This is an optimization exercise on Yosys and OpenROAD, whose aim is small area, a short achievable clock period and few clock cycles per item, not a production implementation. The RTL was checked by simulation tests, not by an equivalence proof against the original design. Power and IR drop assume default switching activity.

== job 8765 ==
// vospi_engine
module vospi_engine #(
    parameter LINE_WIDTH   = 80,
    parameter PPS          = 60,       
    parameter SEGS_MULTI   = 4,        
    parameter MARKER_ID    = 20,
    parameter QUIET_MS     = 200
) (
    input  wire        clk,
    input  wire        rst,
    input  wire        cmd_valid,
    output wire        cmd_ready,
    input  wire [2:0]  cmd_op,
    input  wire [7:0]  cmd_hint,
    input  wire        cfg_ok,
    output reg         cfg_req,
    output reg         rsp_valid,
    output wire [1:0]  rsp_code,
    output reg         rsp_active,
    input  wire [31:0] now,
    output reg         xfer_start,
    output reg         xfer_abort,
    input  wire        rx_valid,
    output wire        rx_ready,
    input  wire [15:0] rx_data,
    input  wire        pool_avail,
    input  wire [3:0]  pool_slot,
    output reg         acq_take,
    output reg         rel_valid,
    output reg         rel_used,
    output wire [3:0]  rel_slot,
    output wire        mem_we,
    output wire [3:0]  mem_slot,
    output wire [15:0] mem_addr,
    output wire [15:0] mem_wdata
);
For scale: roughly 2300 cells after synthesis, ~1500 flip-flops.
clock: 10.0 ns
lec_check: 0
cap_margin: 20
core_margin: 2
core_utilization: 70
cts_cluster_diameter: 55
cts_cluster_size: 25
slew_margin: 20
standard.sh (not shown) runs the stock make flow with config.mk's settings and CLKGATE_MAP_FILE= SYNTH_SCRIPT=/design/flow/synth_recipe.tcl, a recipe that flattens the netlist after the stock synthesis.
==> flow/flow/run.sh <==
#!/bin/bash
# The standard ORFS layout (the standard.sh), asking timing repair for
# more setup slack than the clock period needs and buffering the ports with
# buf_1 instead of the default delay buffer.
set -euo pipefail
bash standard.sh 'SETUP_SLACK_MARGIN=6.9' 'BUFFER_PORTS_ARGS=-buffer_cell sky130_fd_sc_hd__buf_1' finish > orfs_make.log 2>&1
Testbench counts of job 8765, summed over its fixed seeds: cycles 423,840, items 5,100.
diff inputs: job 8765 => job 9847
==> flow/flow/run.sh <==
#!/bin/bash
# The standard ORFS layout (the standard.sh), asking timing repair for
# more setup slack than the clock period needs and buffering the ports with
# buf_2 instead of the default delay buffer.
set -euo pipefail
bash standard.sh 'SETUP_SLACK_MARGIN=6.9' 'BUFFER_PORTS_ARGS=-buffer_cell sky130_fd_sc_hd__buf_2' finish > orfs_make.log 2>&1
diff --git a/flow/config.mk b/flow/config.mk
--- a/flow/config.mk
+++ b/flow/config.mk
@@ -9,4 +9,5 @@
 export CORE_MARGIN = 2
 export CORE_UTILIZATION = 70
+export CTS_BUF_LIST = sky130_fd_sc_hd__clkbuf_8 sky130_fd_sc_hd__clkbuf_16
 export CTS_CLUSTER_DIAMETER = 55
 export CTS_CLUSTER_SIZE = 25
- | detailed-routed wire length on met2 | lower: job 8765 |
- Status: total power draw parity (job 8765, job 9847)
- Looking at launch point of the worst path, the rb[79][10]$_DFF_P_ result is from job 9847; the now[1] one comes from job 8765.
- Job 8765 -> job 9847: flip-flop and latch share of the layout cell area flat
Relative to job 9847, the following input files were edited for job 5006:
==> flow/flow/run.sh <==
#!/bin/bash
# The standard ORFS layout (the standard.sh), asking timing repair for
# more setup slack than the clock period needs and buffering the ports with
# buf_2 instead of the default delay buffer.
set -euo pipefail
bash standard.sh 'SETUP_SLACK_MARGIN=7.1' 'BUFFER_PORTS_ARGS=-buffer_cell sky130_fd_sc_hd__buf_2' finish > orfs_make.log 2>&1
diff --git a/flow/config.mk b/flow/config.mk
--- a/flow/config.mk
+++ b/flow/config.mk
@@ -9,5 +9,4 @@
 export CORE_MARGIN = 2
 export CORE_UTILIZATION = 70
-export CTS_BUF_LIST = sky130_fd_sc_hd__clkbuf_8 sky130_fd_sc_hd__clkbuf_16
 export CTS_CLUSTER_DIAMETER = 55
 export CTS_CLUSTER_SIZE = 25
==> comparison <==
- Job 5006 vs job 9847 — cell area climbed slightly
- Buffer depth of the longest clock path: job 5006 vs job 9847 identical
- For the core utilization, job 5006 came in 0.38 points higher than job 9847 did.
diff inputs: job 5006 => job 192
==> flow/flow/run.sh <==
#!/bin/bash
# The standard ORFS layout (the standard.sh), asking timing repair for
# more setup slack than the clock period needs and buffering the ports with
# buf_2 instead of the default delay buffer.
set -euo pipefail
bash standard.sh 'SETUP_SLACK_MARGIN=6.9' 'BUFFER_PORTS_ARGS=-buffer_cell sky130_fd_sc_hd__buf_2' finish > orfs_make.log 2>&1
diff --git a/flow/config.mk b/flow/config.mk
--- a/flow/config.mk
+++ b/flow/config.mk
@@ -11,3 +11,4 @@
 export CTS_CLUSTER_DIAMETER = 55
 export CTS_CLUSTER_SIZE = 25
+export PLACE_DENSITY = 0.75
 export SLEW_MARGIN = 20
### Flow results
The count of non-filler cells in the finished layout was comparable across job 192 and job 5006. Between job 192 and job 5006, the difference in number of placed instances, taps included is negligible. Multi-input combinational area share (job 192 over job 5006): decrease, 0.35 points. Against job 5006, total via count after detailed routing in job 192 came out worse. Job 192 ends up with higher minimum setup slack in the final design than job 5006 does.
Input changes introduced in job 7410 (baseline for comparison: job 192):
diff --git a/flow/config.mk b/flow/config.mk
--- a/flow/config.mk
+++ b/flow/config.mk
@@ -9,6 +9,5 @@
 export CORE_MARGIN = 2
 export CORE_UTILIZATION = 70
-export CTS_CLUSTER_DIAMETER = 55
-export CTS_CLUSTER_SIZE = 25
-export PLACE_DENSITY = 0.75
+export CTS_CLUSTER_DIAMETER = 50
+export CTS_CLUSTER_SIZE = 28
 export SLEW_MARGIN = 20
==> run summary <==
- Job 192 -> job 7410: peak supply drop increased by more than a quarter
- Looking at met3 demand-to-capacity share in global routing, job 7410 sits 0.54 points above job 192.
- Diff job 192 -> job 7410 | via count | up slightly
- Row wire length: job 7410 higher / job 192 lower
- Per the comparison of job 7410 with job 192, slew at the pin closest to its max-slew limit fell 95 ps, final instance area rose 820 µm², routed via count divided by cell count fell 0.90%.

==> afterwards: timing with drivers on the ports <==
The flow's constraints put no driver on any port. The routed layouts listed below were extracted and timed again, unchanged, in two steps.
Step 1 sets driving cells, clkbuf_16 on the clock port and buf_2 on the other inputs (assumed; they add their load-dependent delay and slew).
Step 2, shift: input delay + t, output delay - t, t = (earliest + latest rising clock arrival at the registers) / 2. This alone moves slack from input paths to output paths.
a / b / c = ideal / step 1 / step 2; a / b = the first two.
| run | t (ns) | setup WS [ns] | hold slack, ns | latest minus earliest clock arrival (ns) | cell pins on the clock port's net |
|---|---|---|---|---|---|
| job 8765 | 0.677 | 6.894 / 6.840 / 6.226 | 0.319 / 0.319 / 0.319 | 0.030 / 0.029 | 1 |
| job 9847 | 0.675 | 6.895 / 6.835 / 6.248 | 0.323 / 0.323 / 0.323 | 0.025 / 0.025 | 1 |
| job 5006 | 0.683 | 6.883 / 6.821 / 6.233 | 0.316 / 0.316 / 0.316 | 0.023 / 0.022 | 1 |
| job 192 | 0.668 | 6.898 / 6.840 / 6.268 | 0.323 / 0.323 / 0.323 | 0.020 / 0.020 | 1 |
| job 7410 | 0.682 | 6.893 / 6.831 / 6.261 | 0.309 / 0.309 / 0.309 | 0.035 / 0.035 | 1 |
After both steps setup and hold are still met in every run listed. For job 8765, which loses most, drivers alone change the setup slack by -0.054 ns; drivers and shift together by -0.668 ns.
